Background: an optimization exercise with open tools, aiming at small area and a short achievable clock period. Do not read the settings as production practice.
In this exercise RTL edits were held to simulation tests only and were not proved equivalent to the original.
Power figures rest on the tool's default switching activity, not on a simulated workload.

--- run.sh ---
#!/bin/bash
# synth_recipe.tcl (not shown) runs the flow's synth.tcl, then flattens the netlist and writes it again
# the make line also repeats each setting of config.mk as NAME=value (left out here)
make -C /OpenROAD-flow-scripts/flow DESIGN_CONFIG=/design/flow/config.mk WORK_HOME=/design/flow/orfs CLKGATE_MAP_FILE= SYNTH_SCRIPT=/design/flow/synth_recipe.tcl finish
--- config.mk ---
export PLATFORM = sky130hd
export DESIGN_NAME = vps_engine
export DESIGN_NICKNAME = vps_engine
export VERILOG_FILES = /design/flow/design.v
export SDC_FILE = /design/flow/constraint.sdc
export NUM_CORES = 4
export LEC_CHECK = 0
export CAP_MARGIN = 20
export CORE_MARGIN = 2
export CORE_UTILIZATION = 40
export SLEW_MARGIN = 20
--- constraint.sdc ---
create_clock -name core_clock -period 9.0 [get_ports {clk}]
set_input_delay 1.8000 -clock core_clock [delete_from_list [all_inputs] [get_ports {clk}]]
set_output_delay 1.8000 -clock core_clock [all_outputs]
set_load 0.01 [all_outputs]
--- design.v ---
module vps_alu (
    input  wire [3:0] op,
    input  wire [7:0] a,
    input  wire [7:0] b,
    output reg  [7:0] res,
    output wire       z,
    output reg        c,
    output wire       fwe
);
    localparam ADD = 4'd0, SUB = 4'd1, AND = 4'd2, OR = 4'd3, XOR = 4'd4,
               PASSA = 4'd5, PASSB = 4'd6, SHL = 4'd7, SAR = 4'd8;
    wire [8:0] sum  = {1'b0, a} + {1'b0, b};
    wire [8:0] diff = {1'b0, a} - {1'b0, b};
    wire signed [7:0] a_s = a;
    wire [7:0] sar_res = a_s >>> b[2:0];
    always @(*) begin
        c = 1'b0;
        case (op)
            ADD:     begin res = sum[7:0];  c = sum[8];  end
            SUB:     begin res = diff[7:0]; c = diff[8]; end
            AND:     res = a & b;
            OR:      res = a | b;
            XOR:     res = a ^ b;
            PASSB:   res = b;
            SHL:     res = (b >= 8'd8) ? 8'd0 : (a << b[2:0]);
            SAR:     res = (b >= 8'd7) ? {8{a[7]}} : sar_res;
            default: res = a;   
        endcase
    end
    assign z   = (res == 8'd0);
    assign fwe = (op == ADD) || (op == SUB) || (op == AND) || (op == OR) || (op == XOR);
endmodule
module vps_decoder (
    input  wire [5:0] opc,
    output reg  [3:0] alu_op,
    output reg        b_imm,
    output reg        rwe,
    output reg        wsel_mem,
    output reg        mwe,
    output reg  [1:0] br,      
    output reg  [1:0] cond,    
    output wire       undef
);
    localparam ADD = 4'd0, SUB = 4'd1, AND = 4'd2, OR = 4'd3, XOR = 4'd4,
               PASSA = 4'd5, PASSB = 4'd6, SHL = 4'd7, SAR = 4'd8;
    assign undef = (opc >= 6'd27);
    always @(*) begin
        alu_op = PASSA; b_imm = 1'b0; rwe = 1'b0; wsel_mem = 1'b0;
        mwe = 1'b0; br = 2'd0; cond = 2'd0;
        case (opc)
            6'd1:  begin alu_op = PASSB; rwe = 1'b1; end
            6'd2:  begin alu_op = PASSB; rwe = 1'b1; b_imm = 1'b1; end
            6'd3:  begin alu_op = ADD;   rwe = 1'b1; end
            6'd4:  begin alu_op = ADD;   rwe = 1'b1; b_imm = 1'b1; end
            6'd5:  begin alu_op = SUB;   rwe = 1'b1; end
            6'd6:  begin alu_op = SUB;   rwe = 1'b1; b_imm = 1'b1; end
            6'd7:  begin alu_op = AND;   rwe = 1'b1; end
            6'd8:  begin alu_op = AND;   rwe = 1'b1; b_imm = 1'b1; end
            6'd9:  begin alu_op = OR;    rwe = 1'b1; end
            6'd10: begin alu_op = OR;    rwe = 1'b1; b_imm = 1'b1; end
            6'd11: begin alu_op = XOR;   rwe = 1'b1; end
            6'd12: begin alu_op = XOR;   rwe = 1'b1; b_imm = 1'b1; end
            6'd13: begin alu_op = SHL;   rwe = 1'b1; end
            6'd14: begin alu_op = SHL;   rwe = 1'b1; b_imm = 1'b1; end
            6'd15: begin alu_op = SAR;   rwe = 1'b1; end
            6'd16: begin alu_op = SAR;   rwe = 1'b1; b_imm = 1'b1; end
            6'd17: begin alu_op = PASSB; rwe = 1'b1; wsel_mem = 1'b1; end
            6'd18: begin alu_op = PASSB; rwe = 1'b1; wsel_mem = 1'b1; b_imm = 1'b1; end
            6'd19: begin alu_op = PASSB; mwe = 1'b1; end
            6'd20: begin alu_op = PASSB; mwe = 1'b1; b_imm = 1'b1; end
            6'd21: begin br = 2'd1; cond = 2'd0; end
            6'd22: begin br = 2'd1; cond = 2'd1; end
            6'd23: begin br = 2'd1; cond = 2'd2; end
            6'd24: begin br = 2'd2; cond = 2'd0; end
            6'd25: begin br = 2'd2; cond = 2'd1; end
            6'd26: begin br = 2'd2; cond = 2'd2; end
            default: ;
        endcase
    end
endmodule
module vps_engine (
    input  wire        clk,
    input  wire        rst,         
    input  wire        fwd_en,
    input  wire        flush_en,
    input  wire        stall_en,
    output wire [11:0] imem_addr,
    input  wire [17:0] imem_data,
    output wire        rf_we,
    output wire [3:0]  rf_waddr,
    output wire [7:0]  rf_wdata,
    output wire        dm_we,
    output wire [7:0]  dm_addr,
    output wire [7:0]  dm_wdata,
    output wire        flag_z,
    output wire        flag_c,
    output wire        fault
);
    reg [11:0] f_pc;
    reg [17:0] d_ir;
    reg [11:0] d_pc;
    reg        d_fl;
    reg [17:0] e_ir;
    reg [11:0] e_pc;
    reg        e_fl;
    reg [7:0]  m_res;
    reg        m_z, m_c;
    reg [3:0]  m_rd;
    reg        m_rwe;
    reg        m_wsel_mem;
    reg [7:0]  w_val;
    reg [3:0]  w_rd;
    reg        w_rwe;
    reg [8*16-1:0]  regs;
    reg [8*256-1:0] dmem;
    wire [5:0]  e_opc = e_ir[17:12];
    wire [3:0]  e_ra  = e_ir[11:8];
    wire [3:0]  e_rb  = e_ir[7:4];
    wire [7:0]  e_imm = e_ir[7:0];
    wire [11:0] e_a12 = e_ir[11:0];
    wire [3:0] d_alu_op;
    wire       d_b_imm, d_rwe, d_wsel_mem, d_mwe, d_undef;
    wire [1:0] d_br, d_cond;
    vps_decoder u_dec (
        .opc(e_opc), .alu_op(d_alu_op), .b_imm(d_b_imm), .rwe(d_rwe),
        .wsel_mem(d_wsel_mem), .mwe(d_mwe), .br(d_br), .cond(d_cond),
        .undef(d_undef)
    );
    wire stall = stall_en & m_rwe & m_wsel_mem;
    wire inert = e_fl | stall;
    wire [3:0] ctl_alu_op   = inert ? 4'd5 : d_alu_op;    
    wire       ctl_b_imm    = inert ? 1'b0 : d_b_imm;
    wire       ctl_rwe      = inert ? 1'b0 : d_rwe;
    wire       ctl_wsel_mem = inert ? 1'b0 : d_wsel_mem;
    wire       ctl_mwe      = inert ? 1'b0 : d_mwe;
    wire [1:0] ctl_br       = inert ? 2'd0 : d_br;
    wire [1:0] ctl_cond     = inert ? 2'd0 : d_cond;
    assign fault = ~e_fl & d_undef;
    function [7:0] fwd;
        input [3:0] idx;
        input [7:0] raw;
        begin
            if (fwd_en && m_rwe && !m_wsel_mem && m_rd == idx)
                fwd = m_res;
            else if (fwd_en && w_rwe && w_rd == idx)
                fwd = w_val;
            else
                fwd = raw;
        end
    endfunction
    wire [7:0] e_a = fwd(e_ra, regs[8*e_ra +: 8]);
    wire [7:0] e_b = ctl_b_imm ? e_imm : fwd(e_rb, regs[8*e_rb +: 8]);
    wire [7:0] e_res;
    wire       alu_z, alu_c, e_fwe;
    vps_alu u_alu (
        .op(ctl_alu_op), .a(e_a), .b(e_b),
        .res(e_res), .z(alu_z), .c(alu_c), .fwe(e_fwe)
    );
    wire e_z = e_fwe ? alu_z : m_z;
    wire e_c = e_fwe ? alu_c : m_c;
    wire [11:0] e_tgt = (ctl_br == 2'd1) ? e_a12 : (e_pc + e_a12);
    wire e_taken = (ctl_br != 2'd0) &&
                   ((ctl_cond == 2'd0) ||
                    (ctl_cond == 2'd1 && m_z) ||
                    (ctl_cond == 2'd2 && !m_z));
    wire [11:0] next_pc = e_taken ? e_tgt : (f_pc + 12'd1);
    wire flush = e_taken & flush_en;
    wire en    = ~stall;
    wire [7:0] m_rdata = dmem[8*m_res +: 8];
    wire [7:0] m_wval  = m_wsel_mem ? m_rdata : m_res;
    assign imem_addr = f_pc;
    assign rf_we     = m_rwe;
    assign rf_waddr  = m_rd;
    assign rf_wdata  = m_wval;
    assign dm_we     = ctl_mwe;
    assign dm_addr   = e_res;
    assign dm_wdata  = e_a;
    assign flag_z    = m_z;
    assign flag_c    = m_c;
    genvar k;
    generate
        for (k = 0; k < 16; k = k + 1) begin : g_reg
            always @(posedge clk) begin
                if (rst)
                    regs[8*k +: 8] <= 8'd0;
                else if (m_rwe && m_rd == k)
                    regs[8*k +: 8] <= m_wval;
            end
        end
        for (k = 0; k < 256; k = k + 1) begin : g_dmem
            always @(posedge clk) begin
                if (rst)
                    dmem[8*k +: 8] <= 8'd0;
                else if (ctl_mwe && e_res == k)
                    dmem[8*k +: 8] <= e_a;
            end
        end
    endgenerate
    always @(posedge clk) begin
        if (rst) begin
            f_pc <= 12'd0;
            d_ir <= 18'd0; d_pc <= 12'd0; d_fl <= 1'b0;
            e_ir <= 18'd0; e_pc <= 12'd0; e_fl <= 1'b0;
            m_res <= 8'd0; m_z <= 1'b0; m_c <= 1'b0; m_rd <= 4'd0;
            m_rwe <= 1'b0; m_wsel_mem <= 1'b0;
            w_val <= 8'd0; w_rd <= 4'd0; w_rwe <= 1'b0;
        end else begin
            w_val <= m_wval;
            w_rd  <= m_rd;
            w_rwe <= m_rwe;
            m_res      <= e_res;
            m_z        <= e_z;
            m_c        <= e_c;
            m_rd       <= e_ra;
            m_rwe      <= ctl_rwe;
            m_wsel_mem <= ctl_wsel_mem;
            if (en) begin
                if (flush) begin
                    e_ir <= 18'd0; e_pc <= d_pc; e_fl <= 1'b1;
                    d_ir <= 18'd0; d_pc <= f_pc; d_fl <= 1'b1;
                end else begin
                    e_ir <= d_ir;      e_pc <= d_pc; e_fl <= d_fl;
                    d_ir <= imem_data; d_pc <= f_pc; d_fl <= 1'b0;
                end
                f_pc <= next_pc;
            end
        end
    end
endmodule
==> results.rst <==
.. list-table::
   :header-rows: 1

   * - Metric
     - Value
   * - Outcome
     - timing/DRC/antenna clean
   * - Worst-Skew Late Latency
     - roughly 0.9 ns
   * - Overall via count from detail_route
     - around 71000
   * - Final weighted congestion of routability-driven global placement
     - around 0.88
   * - Number of design-rule violations left by the first detailed-router iteration
     - just under 5000
   * - Width of the die
     - about 530 um
   * - Max-slew violation count
     - 0
   * - CTS Buf Count
     - 240
   * - Overall global routing resource usage
     - 0.2155
   * - Endpoint class of the critical path
     - output pin
   * - Post-DP HPWL
     - roughly 190000 um
   * - Actual slew at the worst max-slew pin
     - 1.300 ns
   * - Routed length per instance
     - 23.61 um
   * - Data arrival time of the worst path
     - between 6 and 7 ns
   * - Number of synthesized flops with an enable pin
     - 0
   * - Core Box Area
     - about 0.27 mm^2
   * - Via density
     - 5.485
   * - Highest-delay cell along the critical path
     - clkdlybuf4s50_1
   * - CTS sink cnt
     - 2291
   * - Clock Path Buffers
     - 3
   * - Critical R2R Capture
     - dmem[1391]
   * - Ratio of cells with drive above 1 in the final layout
     - 0.1759
   * - Sequential share of power
     - 0.447
   * - Die area
     - about 0.28 mm^2
   * - Total length of routed wires
     - a little over 300000 um
   * - Worst reg-to-reg path cell count
     - 22
   * - Post-CTS resize count
     - 0
   * - Internal power
     - between 15 and 20 mW
   * - Synth Register Bits
     - ~2300
   * - Maxcap violations
     - 0
   * - Switching power as a share of total power
     - 0.2675
   * - Top cell by count, worst path
     - a21oi_1
   * - Smallest hold slack
     - 0.4534 ns
   * - Net count after synthesis
     - ~9500
   * - Path type of the worst min-delay path
     - reg -> reg
   * - Clock slew seen by the registers of the worst setup and hold paths
     - ~0.06 ns
   * - Synth warnings
     - 3
   * - Buffers plus inverters on the worst setup path
     - 4
   * - Filler cell count in the final layout
     - roughly 25000
   * - Number of failing hold endpoints at the final stage
     - 0
   * - Setup CP Type
     - in -> out
   * - Quantity of I/O buffers inserted on ports
     - 67
   * - Required time worst endpoint
     - about 7.2 ns
   * - Count of cell types in the netlist
     - 87
   * - Worst path top cell family by delay
     - compound AO/OA/AOI/OAI gates
   * - Final critical delay including setup and external delays
     - between 8 and 9 ns
   * - Hold buffer count at CTS
     - 0
   * - Root buffer selected by CTS
     - clkbuf_16
   * - Logic gate share of total power
     - 0.114
   * - Cells along the critical path
     - clkdlybuf4s50_1 -> and3_1 -> and2_1 -> a21oi_1 -> o22ai_1 -> ha_1 -> inv_1 -> fa_1 -> a21o_1 -> a21oi_1 -> o21bai_1 -> a21o_1 -> a21oi_1 -> o21ai_0 -> a21oi_1 -> o211ai_1 -> a211oi_4 -> inv_6 -> clkdlybuf4s50_1
   * - Detail Route Antenna Nets
     - 0
   * - Area growth syn-to-layout
     - 10.83%
   * - Hold-critical path depth
     - 2
   * - Kind of start point of the critical path
     - primary input
   * - Multi-input gate area
     - 0.06120 mm^2
   * - Total number of H-tree levels
     - 4
   * - Average cell area after synthesis
     - around 12 um^2
   * - Total negative slack
     - 0 ns
   * - FF+latch area
     - 0.04589 mm^2
   * - Share of synthesized registers carrying an async set or reset
     - 0
   * - Delay contributed by the slowest stage of the critical path
     - roughly 0.51 ns
   * - Final clock period utilization by the worst path
     - 0.9663
   * - Net count reported at finish
     - a little over 9000
   * - Setup repair after global routing missed its margin
     - false
   * - Router iterations before antenna repair
     - 5
   * - Source of the worst register-to-register timing path
     - e_ir[11]
   * - Number of antenna violations at the first check in global routing
     - 10
   * - CTS tree
     - done
   * - Clock network fraction of total power
     - 0.439
   * - Fmax achieved
     - between 100 and 150 MHz
   * - Power Dens Cells
     - around 190 mW/mm^2
   * - Initial core utilization
     - 0.4029
   * - Hold-critical path endpoint
     - d_pc[9]
   * - Final Total Pwr
     - around 23 mW
   * - Residual overflow from global routing
     - 0
   * - Maximum number of pins on one net before global-route repair
     - between 300 and 400
   * - Worst VDD drop
     - 0.0001913 V
   * - Switching component of the power
     - a little over 6 mW
   * - Buffer count from post-CTS setup fixing
     - 0
   * - Wire length of the first global-routing pass
     - between 400000 and 500000 um
   * - Sequential element share of the synthesized area
     - 0.4153
   * - Commonest cells after routing, fill and taps aside
     - 2282 x dfxtp_1, 2119 x mux2i_1, 2053 x nand2b_1
   * - Critical-path maximum fanout
     - 10
   * - Leakage Power
     - roughly 53 nW
   * - Reg-to-reg setup timing slack
     - 1.91 ns
   * - Count of boundary I/O pins
     - between 60 and 70
   * - Vias in the first global route
     - 72659
   * - Cell Area, Synth
     - ~0.11 mm^2
   * - Commonest non-fill, non-tap cell in the layout
     - dfxtp_1
   * - Start point of the worst hold path
     - d_pc[9]
   * - Setup clock skew after layout
     - around 0.051 ns
   * - Worst-case headroom to the max-slew limit
     - 0.1331
   * - Top flip-flop cell by instance count after synthesis
     - dfxtp_1
   * - Post-route DRC violation count
     - 0
   * - Final setup violation count
     - 0
   * - Die extent in y
     - ~530 um
   * - Post-Synthesis Cells
     - 9390
   * - Standard-cell rows
     - between 150 and 200
## kinds of logic (layout without fill, tap and decap cells)
| logic type | Yosys count | after routing | synth area share |
|---|---|---|---|
| multiplexers | 2870 | 2870 | 0.3442 |
| AND/OR/NAND/NOR | 2837 | 2837 | 0.1727 |
| flip-flops | 2291 | 2291 | 0.4153 |
| buffers and inverters | 872 | 734 | 0.03288 |
| AO/OA/AOI/OAI | 450 | 450 | 0.02758 |
| adder cells (fa/ha/maj) | 45 | 45 | 0.005303 |
| XOR/XNOR | 25 | 25 | 0.001983 |
| other | 0 | 1 | 0 |
## area by class of cell
type	count	share of cell area
Sequential cell	2291	0.3750
Antenna cell	1	0.00002045
Multi-Input combinational cell	6227	0.5000
Timing Repair Buffer	232	0.01983
Clock buffer	363	0.05784
Clock inverter	78	0.007657
Inverter	61	0.001953
Tap cell	3686	0.03768
## worst min-delay path, delay by kind of cell (launching register included)
kind,cells,cell delay (ns)
AND/OR/NAND/NOR,1,0.05
flip-flops,1,0.31
AO/OA/AOI/OAI,1,0.05
## per-layer routing
layer	routed length (um)	GRT usage
met3	11660	0.02600
met1	141600	0.2974
met5	13	0
met4	7549	0.05660
met2	144700	0.3556
## through the flow
step                instances  area [um^2]  utilization  setup slack, ns
finish                  12939       122400       0.4465           0.3031
global route            12939       122400       0.4465          0.04482
CTS                     12936       122300       0.4463           0.2833
detailed placement      12495       114300       0.4170           0.4304
global placement        12495       114300       0.4170           0.4230
floorplan                9390       110400            -            1.650
## registers in the layout (all words and copies together) (netlist names), named ones only
register,cells
d_pc,12
m_z,1
e_pc,12
w_rwe,1
m_c,1
m_res,8
m_wsel_mem,1
w_rd,4
regs,128
e_ir,18
m_rd,4
e_fl,1
dmem,2048
d_ir,18
m_rwe,1
w_val,8
d_fl,1
f_pc,12
## Yosys cell counts, types with 9 or more instances
| cell | count | area [um^2] |
|---|---|---|
| buf_1 | 80 | 300.3 |
| a22oi_1 | 67 | 503.0 |
| nor2b_1 | 19 | 118.9 |
| mux4_2 | 741 | 16690 |
| nor3_1 | 30 | 150.1 |
| nand3_1 | 22 | 110.1 |
| nor4_4 | 13 | 276.5 |
| xor2_1 | 15 | 131.4 |
| o21a_1 | 10 | 75.07 |
| clkbuf_1 | 626 | 2350 |
| nand4_2 | 20 | 250.2 |
| dfxtp_1 | 2291 | 45860 |
| a21oi_1 | 89 | 445.4 |
| buf_4 | 29 | 217.7 |
| nand2b_1 | 2061 | 12890 |
| a31oi_1 | 14 | 87.58 |
| xnor2_1 | 10 | 87.58 |
| o211ai_1 | 13 | 97.59 |
| nor2_1 | 250 | 938.4 |
| buf_6 | 23 | 259.0 |
| o21ai_0 | 69 | 345.3 |
| nand3_4 | 130 | 2277 |
| a211oi_1 | 91 | 683.2 |
| inv_1 | 53 | 198.9 |
| nand3_2 | 91 | 910.9 |
| a22o_1 | 14 | 122.6 |
| and3_1 | 14 | 87.58 |
| a21o_1 | 9 | 67.56 |
| mux2i_1 | 2124 | 21260 |
| buf_2 | 53 | 265.3 |
| ha_1 | 42 | 525.5 |
| nand2_1 | 124 | 465.5 |
## worst max path at each step
stage               slack [ns]     start  depth (start not counted)         end
floorplan                 1.65  stall_en                         22  dm_addr[6]
global placement          0.42  stall_en                         21  dm_addr[6]
detailed placement        0.43    fwd_en                         19  dm_addr[6]
CTS                       0.28   e_ir[8]                         18  dm_addr[6]
global route              0.04    fwd_en                         19  dm_addr[6]
finish                    0.30    fwd_en                         19  dm_addr[6]
## power groups by stage
stage	combinational [mW]	sequential [mW]	clock, mW
global route	2.75	10.3	10.7
floorplan	1.81	10.4	0
finish	2.62	10.3	10.1
global placement	2.61	10.5	0
CTS	2.63	10.3	10.3
detailed placement	2.63	10.5	0

## separate check: timing with driven ports
Ports are ideal in the flow. The routed layout listed here was re-timed in OpenROAD. Step 1 sets driving cells, clkbuf_16 on the clock port and buf_2 on the other inputs (assumed; they add their load-dependent delay and slew). Step 2 also shifts input and output timing later by t, the mid clock arrival at the registers, as if the neighbouring blocks saw the same clock. a / b / c = ideal / step 1 / step 2; a / b = the first two.
t, ns: 0.980
setup WS [ns]: 0.303 / 0.202 / 0.202
worst slew at a driven data input, ns: 0.10
After both steps this run still meets setup and hold. The setup slack of this run moves by -0.101 ns with the drivers and by -0.101 ns with both steps.
